This is an optimization exercise on Yosys and OpenROAD, whose aim is small area, a short achievable clock period and few clock cycles, not a production implementation.
The RTL was checked by simulation tests, not by an equivalence proof against the original design.
Power and IR drop assume default switching activity.

--- flow/config.mk ---
export PLATFORM = sky130hd
export DESIGN_NAME = msrcc
export DESIGN_NICKNAME = msrcc
export VERILOG_FILES = /design/flow/design.v
export SDC_FILE = /design/flow/constraint.sdc
export NUM_CORES = 4
export LEC_CHECK = 0
export CAP_MARGIN = 20
export CORE_MARGIN = 2
export CORE_UTILIZATION = 40
export PLACE_DENSITY = 0.6
export SETUP_SLACK_MARGIN = 0.3
export SLEW_MARGIN = 20
--- flow/design.v ---
module msrcc_xform (
    input  wire [2:0] fn,
    input  wire       w7,       
    input  wire [7:0] x,
    output reg        ok,
    output reg  [7:0] y,
    output reg        rxp,
    output reg        pmis
);
    localparam FN_UNPK = 3'd1;
    localparam FN_PACK = 3'd2;
    localparam FN_TOA  = 3'd3;
    localparam FN_FRA  = 3'd4;
    localparam FN_DEC  = 3'd5;
    localparam FN_ENC  = 3'd6;
    wire [7:0] off  = w7 ? 8'h20 : 8'h30;    
    wire [7:0] dmax = w7 ? 8'h3F : 8'h0F;    
    wire [7:0] rev_x  = {x[0], x[1], x[2], x[3], x[4], x[5], x[6], x[7]};
    wire [7:0] shr_x  = w7 ? (rev_x >> 1) : (rev_x >> 3);
    wire [7:0] unp_d  = shr_x & dmax;
    wire       unp_p  = w7 ? shr_x[6] : shr_x[4];
    wire       unp_mis = unp_p ^ (^unp_d);
    wire [8:0] toa_sum  = {1'b0, x} + {1'b0, off};
    wire [7:0] fra_diff = x - off;
    wire       fra_ok   = (x >= off);
    wire [7:0] pk_v   = (fn == FN_ENC) ? fra_diff : x;
    wire       pk_ok  = (pk_v <= dmax);
    wire       pk_par = ^pk_v;
    wire [7:0] pk_w   = w7 ? (pk_v | {1'b0, pk_par, 6'b0}) : (pk_v | {3'b0, pk_par, 4'b0});
    wire [7:0] pk_shl = w7 ? (pk_w << 1) : (pk_w << 3);
    wire [7:0] pk_raw = {pk_shl[0], pk_shl[1], pk_shl[2], pk_shl[3],
                         pk_shl[4], pk_shl[5], pk_shl[6], pk_shl[7]};
    always @(*) begin
        ok   = 1'b1;
        y    = 8'h00;
        rxp  = 1'b0;
        pmis = 1'b0;
        case (fn)
            FN_UNPK: begin
                y    = unp_d;
                rxp  = unp_p;
                pmis = unp_mis;
            end
            FN_PACK: begin
                ok = pk_ok;
                y  = pk_raw;
            end
            FN_TOA: begin
                ok = ~toa_sum[8];
                y  = toa_sum[7:0];
            end
            FN_FRA: begin
                ok = fra_ok;
                y  = fra_diff;
            end
            FN_DEC: begin
                y    = unp_d + off;
                rxp  = unp_p;
                pmis = unp_mis;
            end
            FN_ENC: begin
                ok = fra_ok & pk_ok;
                y  = pk_raw;
            end
            default: ok = 1'b0;
        endcase
    end
endmodule
module msrcc (
    input  wire       clk,
    input  wire       rst,           
    input  wire       bus_valid,
    input  wire       bus_we,
    input  wire [9:0] bus_addr,
    input  wire [7:0] bus_wdata,
    output reg        bus_ready,
    output reg  [7:0] bus_rdata
);
    localparam A_CMD    = 10'h000;
    localparam A_STATUS = 10'h001;
    localparam A_DIN    = 10'h002;
    localparam A_DOUT   = 10'h003;
    localparam A_LEN    = 10'h004;
    localparam A_OLEN   = 10'h005;
    localparam A_EIDX   = 10'h006;
    localparam FN_DEC   = 3'd5;
    localparam S_IDLE = 2'd0;    
    localparam S_ACK  = 2'd1;    
    localparam S_RUN  = 2'd2;    
    reg [1:0] state;
    reg [7:0] cmd_r;
    reg [7:0] status_r;
    reg [7:0] din_r;
    reg [7:0] dout_r;
    reg [7:0] len_r;
    reg [7:0] olen_r;
    reg [7:0] eidx_r;
    reg [7:0] ibuf [0:255];
    reg [7:0] obuf [0:255];
    reg [2:0] run_fn;
    reg       run_w7;
    reg [7:0] run_idx;
    reg [7:0] run_n;
    reg       run_rxp;
    reg       run_pmis;
    wire [7:0] wcmd      = bus_wdata;
    wire [2:0] wcmd_fn   = wcmd[6:4];
    wire       wcmd_ill  = wcmd[3] | (wcmd_fn == 3'd0) | (wcmd_fn == 3'd7);
    wire       wcmd_badw = (wcmd[2:0] != 3'd5) & (wcmd[2:0] != 3'd7);
    wire       wcmd_buf  = wcmd[7];
    wire       wcmd_w7   = (wcmd[2:0] == 3'd7);
    wire       imm_ok, imm_rxp, imm_pmis;
    wire [7:0] imm_y;
    msrcc_xform u_imm (
        .fn(wcmd_fn), .w7(wcmd_w7), .x(din_r),
        .ok(imm_ok), .y(imm_y), .rxp(imm_rxp), .pmis(imm_pmis)
    );
    wire       el_ok, el_rxp, el_pmis;
    wire [7:0] el_y;
    msrcc_xform u_el (
        .fn(run_fn), .w7(run_w7), .x(ibuf[run_idx]),
        .ok(el_ok), .y(el_y), .rxp(el_rxp), .pmis(el_pmis)
    );
    reg [7:0] rd_mux;
    always @(*) begin
        case (bus_addr[9:8])
            2'd0: begin
                case (bus_addr)
                    A_CMD:    rd_mux = cmd_r;
                    A_STATUS: rd_mux = status_r;
                    A_DIN:    rd_mux = din_r;
                    A_DOUT:   rd_mux = dout_r;
                    A_LEN:    rd_mux = len_r;
                    A_OLEN:   rd_mux = olen_r;
                    A_EIDX:   rd_mux = eidx_r;
                    default:  rd_mux = 8'h00;
                endcase
            end
            2'd1:    rd_mux = ibuf[bus_addr[7:0]];
            2'd2:    rd_mux = obuf[bus_addr[7:0]];
            default: rd_mux = 8'h00;
        endcase
    end
    wire ibuf_we = (state == S_IDLE) & bus_valid & bus_we & (bus_addr[9:8] == 2'd1);
    always @(posedge clk) begin
        if (ibuf_we)
            ibuf[bus_addr[7:0]] <= bus_wdata;
    end
    wire run_done   = (run_idx == run_n);
    wire obuf_we_el = (state == S_RUN) & ~run_done & el_ok;
    wire obuf_we_nul = (state == S_RUN) & run_done & (run_fn == FN_DEC);
    always @(posedge clk) begin
        if (obuf_we_el)
            obuf[run_idx] <= el_y;
        else if (obuf_we_nul)
            obuf[run_n] <= 8'h00;
    end
    always @(posedge clk) begin
        if (rst) begin
            state     <= S_IDLE;
            bus_ready <= 1'b0;
            bus_rdata <= 8'h00;
            cmd_r     <= 8'h00;
            status_r  <= 8'h00;
            din_r     <= 8'h00;
            dout_r    <= 8'h00;
            len_r     <= 8'h00;
            olen_r    <= 8'h00;
            eidx_r    <= 8'h00;
            run_fn    <= 3'd0;
            run_w7    <= 1'b0;
            run_idx   <= 8'h00;
            run_n     <= 8'h00;
            run_rxp   <= 1'b0;
            run_pmis  <= 1'b0;
        end else begin
            case (state)
                S_IDLE: begin
                    if (bus_valid) begin
                        if (!bus_we) begin
                            bus_rdata <= rd_mux;
                            bus_ready <= 1'b1;
                            state     <= S_ACK;
                        end else if (bus_addr == A_CMD) begin
                            cmd_r  <= wcmd;
                            eidx_r <= 8'h00;
                            if (wcmd_ill) begin
                                status_r  <= 8'h05;
                                bus_ready <= 1'b1;
                                state     <= S_ACK;
                            end else if (wcmd_badw) begin
                                status_r  <= 8'h09;
                                bus_ready <= 1'b1;
                                state     <= S_ACK;
                            end else if (!wcmd_buf) begin
                                if (imm_ok) begin
                                    dout_r   <= imm_y;
                                    status_r <= {2'b00, imm_pmis, imm_rxp, 4'b0000};
                                end else begin
                                    status_r <= 8'h0D;
                                end
                                bus_ready <= 1'b1;
                                state     <= S_ACK;
                            end else begin
                                run_fn   <= wcmd_fn;
                                run_w7   <= wcmd_w7;
                                run_idx  <= 8'h00;
                                run_n    <= len_r;
                                run_rxp  <= 1'b0;
                                run_pmis <= 1'b0;
                                state    <= S_RUN;
                            end
                        end else begin
                            if (bus_addr == A_DIN) din_r <= bus_wdata;
                            if (bus_addr == A_LEN) len_r <= bus_wdata;
                            bus_ready <= 1'b1;
                            state     <= S_ACK;
                        end
                    end
                end
                S_ACK: begin
                    bus_ready <= 1'b0;
                    state     <= S_IDLE;
                end
                S_RUN: begin
                    if (run_done) begin
                        olen_r    <= run_n;
                        status_r  <= {2'b00, run_pmis, run_rxp, 4'b0000};
                        eidx_r    <= 8'h00;
                        bus_ready <= 1'b1;
                        state     <= S_ACK;
                    end else if (!el_ok) begin
                        status_r  <= 8'h0D;
                        eidx_r    <= run_idx;
                        bus_ready <= 1'b1;
                        state     <= S_ACK;
                    end else begin
                        run_rxp  <= el_rxp;
                        run_pmis <= run_pmis | el_pmis;
                        run_idx  <= run_idx + 8'd1;
                    end
                end
                default: begin
                    bus_ready <= 1'b0;
                    state     <= S_IDLE;
                end
            endcase
        end
    end
endmodule
--- flow/run.sh ---
#!/bin/bash
# synth_recipe.tcl (not shown) runs the flow's synth.tcl, then flattens the netlist and writes it again
# the make line also repeats each setting of config.mk as NAME=value (left out here)
make -C /OpenROAD-flow-scripts/flow DESIGN_CONFIG=/design/flow/config.mk WORK_HOME=/design/flow/orfs CLKGATE_MAP_FILE= SYNTH_SCRIPT=/design/flow/synth_recipe.tcl finish
--- flow/constraint.sdc ---
create_clock -name core_clock -period 8.0 [get_ports {clk}]
set_input_delay 1.6000 -clock core_clock [delete_from_list [all_inputs] [get_ports {clk}]]
set_output_delay 1.6000 -clock core_clock [all_outputs]
set_load 0.01 [all_outputs]
==> key figures <==
Clock network
  – Total clock sinks: 4190
  – Root buf cell: clkbuf_16
  – CTS tree: yes
  – CTS max path bufs: 4
  – Clk slew on worst S/H paths: 0.06 ns
  – Hold Buf Count CTS: 0
  – Worst-Skew Late Latency: 1.00 ns
  – H-tree level count: 5
  – TritonCTS Buffers: 413

Detailed routing
  – Vias: 99200
  – DR iter-0 viols: 14600
  – DRC viols: 0
  – Number of routed nets with antenna violations: 0
  – Drt pass-1 iters: 6
  – DRT Wirelength: 572 mm
  – Vias per Instance: 6.41
  – Wire per inst: 37.0 microns

Cells and area
  – Fillers: 37300
  – Area of the multi-input gates: 54700 sq um
  – Share of cells above drive strength 1: 35.9%
  – Reg area: 125000 sq um
  – Final #Nets: 9195
  – Area grow syn2layout: 13.8%
  – Layout Cells excl Fill: 15500

Synth
  – FF+latch count, synth: 4190
  – Post-synthesis sequential area ratio: 68.6%
  – Syn Std Cell Area: 182000 sq um
  – EDFF count, synth: 4096
  – Syn Area/Cell: 20.9 sq um
  – Dominant cell type by area after synthesis: edfxtp_1
  – YS warnings: 2
  – Synth Net Count: 8745
  – Predominant post-synthesis flop cell: edfxtp_1
  – Cells after synthesis: 8696
  – Yosys top cell area share: 67.6%
  – Fraction of registers with async set/reset: 0%
  – Synth area leaders: edfxtp_1 68%, mux4_2 23%, dfxtp_1 1.0%
  – Cell variety after synth: 85

Pwr
  – Power share of the clock group: 43.7%
  – Combinational Power Share: 3.7%
  – P_int: 0.0359 W
  – Sequential power share: 52.6%
  – Worst vdd ir: 0.000177 V
  – Switching share of power: 21.0%
  – PwrDens: 219 nW/um^2
  – Static Leak: 62.6 nW
  – NetSw: 0.00952 W

Global route
  – Number of global-route vias before repair: 98700
  – Initial antenna violation count: 29
  – GRT overflow: 0
  – First-pass GRT wire length: 801 mm
  – Total global routing track utilization: 24.5%
  – Largest net degree at the start of global routing: 162

Worst setup path
  – Crit path kind: reg2reg
  – CP delay by family, top: simple AND/OR/NAND/NOR gates
  – CP Buf/Inv Count: 5
  – Slowest CP cell: nor3_1
  – CP required: 8.67 ns
  – CP endpoint kind: flop
  – CP Launch Type: flop
  – Maximum fanout along the worst path: 29
  – Slowest stage delay, CP: 0.82 ns
  – Crit path DAT: 8.16 ns
  – CP cell instances: buf_12, buf_4, buf_4, mux4_2, mux4_2, nor3_1, nor4_1, nand4_1, nor3_1, ha_1, and4_1, o21ai_0, o21ai_0, a21oi_1, nand4_1, or4_1, o211a_1, a21oi_4, buf_12, buf_4, nor3_1

Timing
  – Sum of negative setup slack: 0 ns
  – Layout Skew: 0.0463 ns
  – Period utilization: 93.7%
  – Fmax: 133 MHz
  – RSZ-0062 raised after global routing: false
  – Slew Viols, Final: 0
  – Slew @ Worst Pin: 1.29 ns
  – Fin. Hold Viols: 0
  – Setup violators final: 0
  – Final period demand of the worst path: 7.49 ns
  – Max-slew headroom: 13.3%

Floorplan
  – DIE AREA: 460000 sq um
  – # IOs: 31
  – Chip height: 678 microns
  – Row cnt: 247
  – Die X-Extent: 678 microns
  – Initial Utilization: 40.2%
  – Core area: 453000 sq um

Hold path
  – Hold crit path type: reg2reg

Placement
  – Gpl congestion: 0.921
  – Cells after DPL: 14700
  – Port Buffers: 30
  – Hpwl dp: 372 mm

Outcome
  – Status: timing/DRC/antenna clean

Flow run
  – Max-cap violation count: 0
[path summary, 6_finish.rpt]
path / slack (ns) / to / depth (start not counted) / from
min: 0.47 / cmd_r[5] / 2 / cmd_r[5]
max: 0.51 / obuf[238][6] / 21 / flop
max reg2reg: 0.51 / obuf[238][6] / 21 / flop
min reg2reg: 0.47 / cmd_r[5] / 2 / cmd_r[5]
[cell families after synthesis]
family / after synthesis / synth area share [%]
AO/OA/AOI/OAI: 427 / 1.61
XOR/XNOR: 33 / 0.166
AND/OR/NAND/NOR: 1262 / 3.33
flip-flops: 4190 / 68.6
adder cells (fa/ha/maj): 27 / 0.186
multiplexers: 2074 / 24.2
buffers and inverters: 683 / 1.87
[tightest hold or removal path, cell delays in order, from the launching register on]
cell and delay (ns):
dfxtp_1 0.31, nand2_1 0.05, a21oi_1 0.06
[per-layer routing]
layer	wire length, microns	part of all wire, %	vias to the layer above	GRT usage [%]
met1	220000	38	53300	34.1
met2	267000	47	6470	38.1
met5	34	0.0059	-	0
met3	58600	10	1102	5.06
li1	-	-	38300	-
met4	26600	4.6	6	9.61
[sequential cells by signal, summed over array words and instances, names as in the netlist, named ones only]
signal     flops
run_n          8
bus_ready      1
run_fn         3
run_idx        8
run_w7         1
run_rxp        1
run_pmis       1
olen_r         8
state          2
obuf        2048
status_r       5
din_r          8
eidx_r         8
ibuf        2048
len_r          8
bus_rdata      8
dout_r         8
cmd_r          8
[stage by stage]
stage	util, %	instance area [sq um]	worst slack (ns)	power [W]	hold WS, ns
after floorplan	-	182000	0.104	0.0253	0.427
after CTS	45.7	207000	0.401	0.0456	0.460
final	45.7	207000	0.508	0.0454	0.467
after global placement	42.6	193000	0.272	0.0260	0.444
after global routing	45.7	207000	0.306	0.0465	0.495
after detailed placement	42.7	193000	0.421	0.0260	0.451
[power by group through the flow]
stage / clock network [W] / logic (W) / registers [W]
5_1_grt: 0.0209 / 0.00171 / 0.0239
6_report: 0.0198 / 0.00166 / 0.0239
2_1_floorplan: 0 / 0.000917 / 0.0244
3_5_place_dp: 0 / 0.00165 / 0.0244
4_1_cts: 0.0200 / 0.00165 / 0.0239
3_3_place_gp: 0 / 0.00163 / 0.0244
[repair_timing]
item / CTS / global route
endpoints found under the hold margin: 0 / 0
endpoints found under the setup margin: 0 / 1747
setup buffers: 0 / 1
gates resized for setup: 0 / 2
[Yosys cell counts (38+ instances only)]
library cell  instances
a21oi_1              93
buf_4                91
dfxtp_1              94
mux2i_1             185
nor2_1              414
nand3_1              66
mux4_2             1854
clkbuf_1            273
buf_1                67
nor4_1               87
nor3_1              169
buf_2               177
nor4b_1              54
a22oi_1              84
edfxtp_1           4096
nor2b_1              38
o21ai_0              60
nand2_1             295
[placed cells by master, fill, tap and decap left out, types with 18 or more instances in the layout]
cell type	count
o21ai_0	60
inv_1	33
mux2_2	35
clkbuf_16	420
nor3_1	153
edfxtp_1	4096
clkinvlp_4	22
buf_12	73
mux4_2	1854
bufinv_16	52
nor4b_2	50
clkinv_2	80
a22oi_1	84
nor2_2	57
o22ai_1	18
nor2_1	356
nand3_1	60
clkinv_1	73
nand2_1	286
a31oi_1	23
clkbuf_1	75
nor4_1	36
ha_1	27
nor2b_1	36
nand2b_1	32
mux2i_1	185
buf_4	572
nor4_2	50
a21oi_1	89
dfxtp_1	86
[area by class of cell]
type                            count  share of cell area [%]
Antenna cell                       15                  0.0181
Clock inverter                    256                    1.32
Sequential cell                  4190                    60.3
Inverter                           39                  0.0719
Timing Repair Buffer              679                    2.99
Multi-Input combinational cell   3823                    26.4
Tap cell                         5976                    3.61
Clock buffer                      503                    5.26
Testbench counts, summed over its fixed seeds: cycles 142,218.

static timing again, ports no longer ideal:
The flow's constraints put no driver on any port. The routed layout listed below was extracted and timed again, unchanged, in two steps. Step 1: set_driving_cell puts a clkbuf_16 on clk and a buf_2 on each other input, an assumption about the parent block. Step 2 also shifts input and output timing later by t, the mid clock arrival at the registers, as if the neighbouring blocks saw the same clock. Slacks: ideal / step 1 / step 2; pairs: ideal / step 1.
t (ns): 1.090
setup slack, ns: 0.508 / 0.508 / 0.508
worst setup path at the end: register to register
latest minus earliest clock arrival (ns): 0.047 / 0.047
After both steps setup and hold are still met in this run. The setup slack of this run moves by 0.000 ns with the drivers and by 0.000 ns with both steps.
